From an optimization exercise on the open Yosys and OpenROAD flow, aimed at small area, a short achievable clock period and few clock cycles; shortcuts taken in it are not production practice. Function was checked by simulation only, so behaviour that the tests miss may differ from the original. Power and IR drop assume default switching activity.

$ cat design/flow/run.sh
#!/bin/bash
# synth_recipe.tcl (not shown) runs the flow's synth.tcl, then flattens the netlist and writes it again
# the make line also repeats each setting of config.mk as NAME=value (left out here)
make -C /OpenROAD-flow-scripts/flow DESIGN_CONFIG=/design/flow/config.mk WORK_HOME=/design/flow/orfs CLKGATE_MAP_FILE= SYNTH_SCRIPT=/design/flow/synth_recipe.tcl finish
$ cat design/flow/config.mk
export PLATFORM = sky130hd
export DESIGN_NAME = fsc_fp
export DESIGN_NICKNAME = fsc_fp
export VERILOG_FILES = /design/flow/design.v
export SDC_FILE = /design/flow/constraint.sdc
export NUM_CORES = 4
export LEC_CHECK = 0
export CAP_MARGIN = 20
export CORE_MARGIN = 2
export CORE_UTILIZATION = 40
export SLEW_MARGIN = 20
$ cat design/flow/constraint.sdc
create_clock -name core_clock -period 9.0 [get_ports {clk}]
set_input_delay 1.8000 -clock core_clock [delete_from_list [all_inputs] [get_ports {clk}]]
set_output_delay 1.8000 -clock core_clock [all_outputs]
set_load 0.01 [all_outputs]
$ cat design/flow/design.v
module fsc_fp (
    input  wire        clk,
    input  wire        rst,           
    input  wire        in_valid,
    input  wire [7:0]  in_data,
    output wire        in_ready,
    input  wire        fp_reset,
    input  wire        set_intron,
    input  wire [31:0] intron_in,     
    output wire        ev_valid,
    input  wire        ev_ready,
    output wire [2:0]  ev_code,
    output wire [63:0] ev_data,
    input  wire        ans_valid,
    input  wire [7:0]  ans_data       
);
    localparam [2:0] EV_RESET_FRAME = 3'd1,
                     EV_BEGIN       = 3'd2,
                     EV_BODY        = 3'd3,
                     EV_COMPLETE    = 3'd4,
                     EV_TYPE        = 3'd5,
                     EV_INVALID     = 3'd6;
    localparam [2:0] ST_INTRON   = 3'd0,
                     ST_HEADER   = 3'd1,
                     ST_WAIT_ANS = 3'd2,
                     ST_DATA     = 3'd3,
                     ST_THROW    = 3'd4,
                     ST_TYPE     = 3'd5;
    localparam [31:0] INTRON_RESET = 32'h3CC35AA5;    
    function [15:0] mod65535;
        input [16:0] x;
        begin
            if (x >= 17'd65535)
                mod65535 = x - 17'd65535;
            else
                mod65535 = x[15:0];
        end
    endfunction
    reg [2:0]  st;
    reg [1:0]  mpos;
    reg [15:0] cnt;
    reg [31:0] intron;
    reg [63:0] scratch;
    reg        valid;
    reg [15:0] c0, c1;
    reg        pend_v;
    reg [7:0]  pend_b;
    reg        ev_valid_q;
    reg [2:0]  ev_code_q;
    reg [63:0] ev_data_q;
    assign ev_valid = ev_valid_q;
    assign ev_code  = ev_code_q;
    assign ev_data  = ev_data_q;
    wire ev_free = !ev_valid_q || ev_ready;
    wire [7:0]  hdr_type = scratch[7:0];
    wire [15:0] hdr_blen = scratch[31:16];
    wire [31:0] hdr_ck   = scratch[63:32];
    wire body_done = (cnt == hdr_blen);
    assign in_ready = (st == ST_INTRON) ? ev_free :
                      (st == ST_HEADER) ? ev_free :
                      (st == ST_DATA)   ? (ev_free && !body_done) :
                      (st == ST_THROW)  ? !body_done :
                      1'b0;
    wire take = in_valid && in_ready;
    wire [7:0] intron_byte = intron[mpos*8 +: 8];
    wire [15:0] word   = {in_data, pend_b};
    wire [15:0] c0_add = mod65535({1'b0, c0} + {1'b0, word});
    wire [15:0] c1_add = mod65535({1'b0, c1} + {1'b0, c0_add});
    wire [15:0] t0 = pend_v ? mod65535({1'b0, c0} + {9'd0, pend_b}) : c0;
    wire [15:0] t1 = pend_v ? mod65535({1'b0, c1} + {1'b0, t0})     : c1;
    wire        ck_ok = ({t1, t0} == hdr_ck);
    wire type_ok = (hdr_type >= 8'd1) && (hdr_type <= 8'd4);
    wire len_ok  = (hdr_blen <= 16'd32);
    always @(posedge clk) begin
        if (rst || fp_reset || set_intron) begin
            st         <= ST_INTRON;
            mpos       <= 2'd0;
            cnt        <= 16'd0;
            scratch    <= 64'd0;
            valid      <= 1'b0;
            c0         <= 16'd0;
            c1         <= 16'd0;
            pend_v     <= 1'b0;
            pend_b     <= 8'd0;
            ev_valid_q <= 1'b0;
            ev_code_q  <= 3'd0;
            ev_data_q  <= 64'd0;
            if (rst)
                intron <= INTRON_RESET;
            else if (set_intron)
                intron <= intron_in;
        end else begin
            if (ev_valid_q && ev_ready)
                ev_valid_q <= 1'b0;
            case (st)
                ST_INTRON: begin
                    if (take) begin
                        if (in_data == intron_byte) begin
                            if (mpos == 2'd3) begin
                                mpos       <= 2'd0;
                                scratch    <= 64'd0;
                                cnt        <= 16'd0;
                                c0         <= 16'd0;
                                c1         <= 16'd0;
                                pend_v     <= 1'b0;
                                pend_b     <= 8'd0;
                                ev_valid_q <= 1'b1;
                                ev_code_q  <= EV_RESET_FRAME;
                                ev_data_q  <= 64'd0;
                                st         <= ST_HEADER;
                            end else begin
                                mpos <= mpos + 2'd1;
                            end
                        end else if (mpos != 2'd0) begin
                            mpos <= (in_data == intron[7:0]) ? 2'd1 : 2'd0;
                        end
                    end
                end
                ST_HEADER: begin
                    if (take) begin
                        scratch[cnt[2:0]*8 +: 8] <= in_data;
                        if (cnt < 16'd4) begin
                            if (pend_v) begin
                                c0     <= c0_add;
                                c1     <= c1_add;
                                pend_v <= 1'b0;
                                pend_b <= 8'd0;
                            end else begin
                                pend_v <= 1'b1;
                                pend_b <= in_data;
                            end
                        end
                        if (cnt == 16'd7) begin
                            cnt        <= 16'd0;
                            ev_valid_q <= 1'b1;
                            ev_code_q  <= EV_BEGIN;
                            ev_data_q  <= {in_data, scratch[55:0]};
                            st         <= ST_WAIT_ANS;
                        end else begin
                            cnt <= cnt + 16'd1;
                        end
                    end
                end
                ST_WAIT_ANS: begin
                    if (ans_valid) begin
                        if (ans_data == 8'h01 && type_ok && len_ok)
                            st <= ST_DATA;
                        else
                            st <= ST_THROW;
                    end
                end
                ST_DATA: begin
                    if (body_done) begin
                        if (ev_free) begin
                            valid      <= ck_ok;
                            ev_valid_q <= 1'b1;
                            ev_code_q  <= EV_COMPLETE;
                            ev_data_q  <= {63'd0, ck_ok};
                            st         <= ST_TYPE;
                        end
                    end else if (take) begin
                        if (pend_v) begin
                            c0     <= c0_add;
                            c1     <= c1_add;
                            pend_v <= 1'b0;
                            pend_b <= 8'd0;
                        end else begin
                            pend_v <= 1'b1;
                            pend_b <= in_data;
                        end
                        cnt        <= cnt + 16'd1;
                        ev_valid_q <= 1'b1;
                        ev_code_q  <= EV_BODY;
                        ev_data_q  <= {56'd0, in_data};
                    end
                end
                ST_TYPE: begin
                    if (ev_free) begin
                        cnt        <= 16'd0;
                        ev_valid_q <= 1'b1;
                        ev_code_q  <= EV_TYPE;
                        ev_data_q  <= {55'd0, valid, hdr_type};
                        st         <= ST_INTRON;
                    end
                end
                ST_THROW: begin
                    if (body_done) begin
                        if (ev_free) begin
                            cnt        <= 16'd0;
                            ev_valid_q <= 1'b1;
                            ev_code_q  <= EV_INVALID;
                            ev_data_q  <= 64'd0;
                            st         <= ST_INTRON;
                        end
                    end else if (take) begin
                        cnt <= cnt + 16'd1;
                    end
                end
                default: st <= ST_INTRON;
            endcase
        end
    end
endmodule
==> impl_metrics.tcl <==
set metrics [dict create \
    r2r-start "c0[0]$_SDFFE_PP0P_" \
    cp-endpoint "ev_data_q[0]$_SDFFE_PP0P_" \
    synth_largest_area_cell "dfxtp_1" \
    nets 2139 \
    pwr-share-seq_pct 45.7 \
    postCtsSetupBuffers 0 \
    avgViaCountPerCell 5.90 \
    fp.dieW_um 201 \
    dp_slack_ns 0.373 \
    avgRoutedWirePerCell_um 20.0 \
    finalMaxSlewViolations 0 \
    swShare_pct 22.5 \
    gr-total-overflow 0 \
    firstDrtPassIters 5 \
    post-route-drc-count 0 \
    setup_ws_ns 0.858 \
    final_hold_viol_count 0 \
    synthArstFlopShare_pct 0 \
    dp_cells 2509 \
    wl_met2_um 24100 \
    design_area_um2 18100 \
    yosysSeqAreaShare_pct 31.2 \
    p_switching_uw 516 \
    cts_resized 0 \
    initial_utilization_pct 40.4 \
    io_buffers 123 \
    vias 15100 \
    p_int_mw 1.77 \
    wl_met1_um 22600 \
    routed.top_layer "met4" \
    end_kind "flop" \
    fp.dieH_um 201 \
    synth_fp_nets 2075 \
    std_cell_rows 72 \
    worst_ep_arrival_time_ns 8.60 \
    p_comb_share_pct 4.8 \
    final.setup.tns_ns 0 \
    grt_pass1_vias 14300 \
    finClkSkew_ns 0.0108 \
    cp.depth 28 \
    ctsRootBufferMaster "clkbuf_16" \
    r2r-end "ev_data_q[0]$_SDFFE_PP0P_" \
    drtIter0Drc 1436 \
    timing.hold.ws_ns 0.451 \
    stdcell_count 2560 \
    grt_max_degree 97 \
    htreeDepth 1 \
    drive_above_1_share_pct 8.18 \
    ios 124 \
    worst_skew_pair.late_latency_ns 0.55 \
    dpl-instance-area_um2 17100 \
    syn_avg_cell_area_um2 7.95 \
    pwr-share-clk_pct 49.4 \
    synth_ff_type "dfxtp_1" \
    synth_area_um2 15600 \
    worst_r2r_path_depth 28 \
    worst_path_dominant_cell_family "simple AND/OR/NAND/NOR gates" \
    fin_util_pct 46.8 \
    yosys-top-cells-area "dfxtp_1, edfxtp_1, nand2_1" \
    critPathMaxStageDelay_ns 0.59 \
    crit_slowest_cell "fa_1" \
    final-setup-viol-count 0 \
    crit_type "flop to flop" \
    wirelength_um 51200 \
    path_common_cell "ha_1" \
    synth-edff-count 32 \
    cap_violations 0 \
    wl_met3_um 3140 \
    syn2layout_area_growth_pct 16.0 \
    start_kind "flop" \
    hp-class "flop to flop" \
    clock-sinks 227 \
    synthCells 1957 \
    p_leak_nw 6.20 \
    ys_warn_count 1 \
    ys_types 107 \
    hpwl_um 37400 \
    cts_tree "yes" \
    clock_path_buffers 3 \
    max_freq_ghz 0.123 \
    cellPowerDensity_nw_per_um2 127 \
    core_um2 38600 \
    cp_max_fo 8 \
    diodes 0 \
    die_area_um2 40500 \
    ir_worst_vdd_mv 0.124 \
    required_ns 9.46 \
    synthMostInstantiatedCell "nand2_1" \
    clk_pin_slew_ns 0.06 \
    synth.top_cell.area_share_pct 25.1 \
    slew_headroom_pct 28.8 \
    rsz0062_at_grt "no" \
    antenna_found_initial 0 \
    synth_commonest_cells "nand2_1, dfxtp_1, nor2_1, a21oi_1, nand3_1" \
    cts_made_buffers 27 \
    finalCritPeriodShare_pct 90.5 \
    tightest_slew_ns 1.07 \
    grt_pass1_wl_um 80400 \
    status "no timing/DRC/antenna violations" \
    reg2reg_slack_ns 0.86 \
    crit_start "c0[0]$_SDFFE_PP0P_" \
    ant_nets 0 \
    period_minus_slack_ns 8.14 \
    synth_seq_cells 227 \
    power.total_mw 2.29 \
    gp_congestion 0.930 \
    path_buf_inv 1 \
    grtUsageTotal_pct 24.6 \
    hold_buffers 0 \
]
-- power by group through the flow --
stage / logic (mW) / registers [mW] / clock network [mW]
after detailed placement: 0.110 / 1.07 / 0
after global placement: 0.110 / 1.07 / 0
after floorplan: 0.0600 / 1.07 / 0
final: 0.111 / 1.05 / 1.13
after global routing: 0.119 / 1.05 / 1.19
after CTS: 0.111 / 1.05 / 1.15
-- kinds of logic (layout without fill, tap and decap cells) --
logic type / count (synthesis) / after routing / share of synthesized area, %
AND/OR/NAND/NOR: 796 / 796 / 25.3
AO/OA/AOI/OAI: 552 / 552 / 23.7
flip-flops: 227 / 227 / 31.2
buffers and inverters: 164 / 249 / 4.69
XOR/XNOR: 128 / 128 / 7.35
adder cells (fa/ha/maj): 63 / 63 / 5.21
multiplexers: 27 / 27 / 2.43
-- cell usage in the layout (no fill, tap or decap), drive strengths merged, types with 11 or more instances in the layout --
master / count
a22oi: 74
edfxtp: 32
a22o: 11
nand2b: 26
mux2i: 13
inv: 50
o21ai: 107
or3: 15
o211ai: 13
buf: 27
nand2: 218
ha: 60
and2: 14
a21o: 17
dfxtp: 195
xor2: 47
nor3: 42
nor4: 25
a31oi: 28
nand4: 22
nor2: 190
or2: 29
a21oi: 157
clkbuf: 34
nand3: 120
a211oi: 20
nor2b: 28
xnor2: 81
clkdlybuf4s50: 123
and3: 30
-- flip-flops by register name (all words and copies together) (netlist names) --
signal and cells:
c1 16, pend_b 8, st 3, c0 16
ev_valid_q 1, cnt 16, pend_v 1, ev_data_q 64
scratch 64, ev_code_q 3, intron 32, valid 1
mpos 2
-- worst register-to-register path: cells and delay by family (launching register included) --
| kind | cells | cell delay [ns] |
|---|---|---|
| compound gates | 7 | 1.79 |
| buf+inv | 1 | 0.08 |
| mux | 1 | 0.31 |
| fa+ha+maj | 5 | 1.73 |
| flops | 1 | 0.42 |
| xor+xnor | 2 | 0.26 |
| simple gates | 12 | 3.47 |
-- metal layers --
layer	up-vias	track usage, %
met5	-	0
met4	0	7.27
met3	76	3.84
met2	465	41.1
met1	7261	32.7
li1	7294	-
-- worst min-delay path by stage --
stage,from,to,slack (ns),cells past startpoint
CTS,ev_data_q[8]$_SDFFE_PP0P_,ev_data_q[8]$_SDFFE_PP0P_,0.45,2
finish,ev_data_q[31]$_SDFFE_PP0P_,ev_data_q[31]$_SDFFE_PP0P_,0.45,2
global route,ev_data_q[37]$_SDFFE_PP0P_,ev_data_q[37]$_SDFFE_PP0P_,0.47,2
floorplan,valid$_SDFFE_PP0P_,valid$_SDFFE_PP0P_,0.43,2
global placement,ev_data_q[37]$_SDFFE_PP0P_,ev_data_q[37]$_SDFFE_PP0P_,0.44,2
detailed placement,ev_data_q[8]$_SDFFE_PP0P_,ev_data_q[8]$_SDFFE_PP0P_,0.45,2
-- final cells by class --
type                            instances  area [um^2]
Fill cell                            3879        20500
Timing Repair Buffer                  150         1440
Clock buffer                           34          722
Inverter                               49          184
Tap cell                              518          648
Sequential cell                       227         4870
Multi-Input combinational cell       1566        10000
Clock inverter                         16          191
Testbench counts, summed over its fixed seeds: cycles 16,783.

## static timing again, ports no longer ideal
Ports are ideal in the flow. The routed layout listed here was re-timed in OpenROAD.
Step 1: set_driving_cell puts a clkbuf_16 on clk and a buf_2 on each other input, an assumption about the parent block.
Step 2, shift: input delay + t, output delay - t, t = (earliest + latest rising clock arrival at the registers) / 2. This alone moves slack from input paths to output paths.
Slacks: no drivers / after step 1 / after step 2; pairs: no drivers / after step 1.
t (ns): 0.599
slack for setup (ns): 0.858 / 0.858 / 0.295
latest minus earliest clock arrival (ns): 0.011 / 0.011
worst register clock-pin slew, ns: 0.06 / 0.06
After both steps setup and hold are still met in this run. For this run, drivers alone change the setup slack by 0.000 ns; drivers and shift together by -0.563 ns.
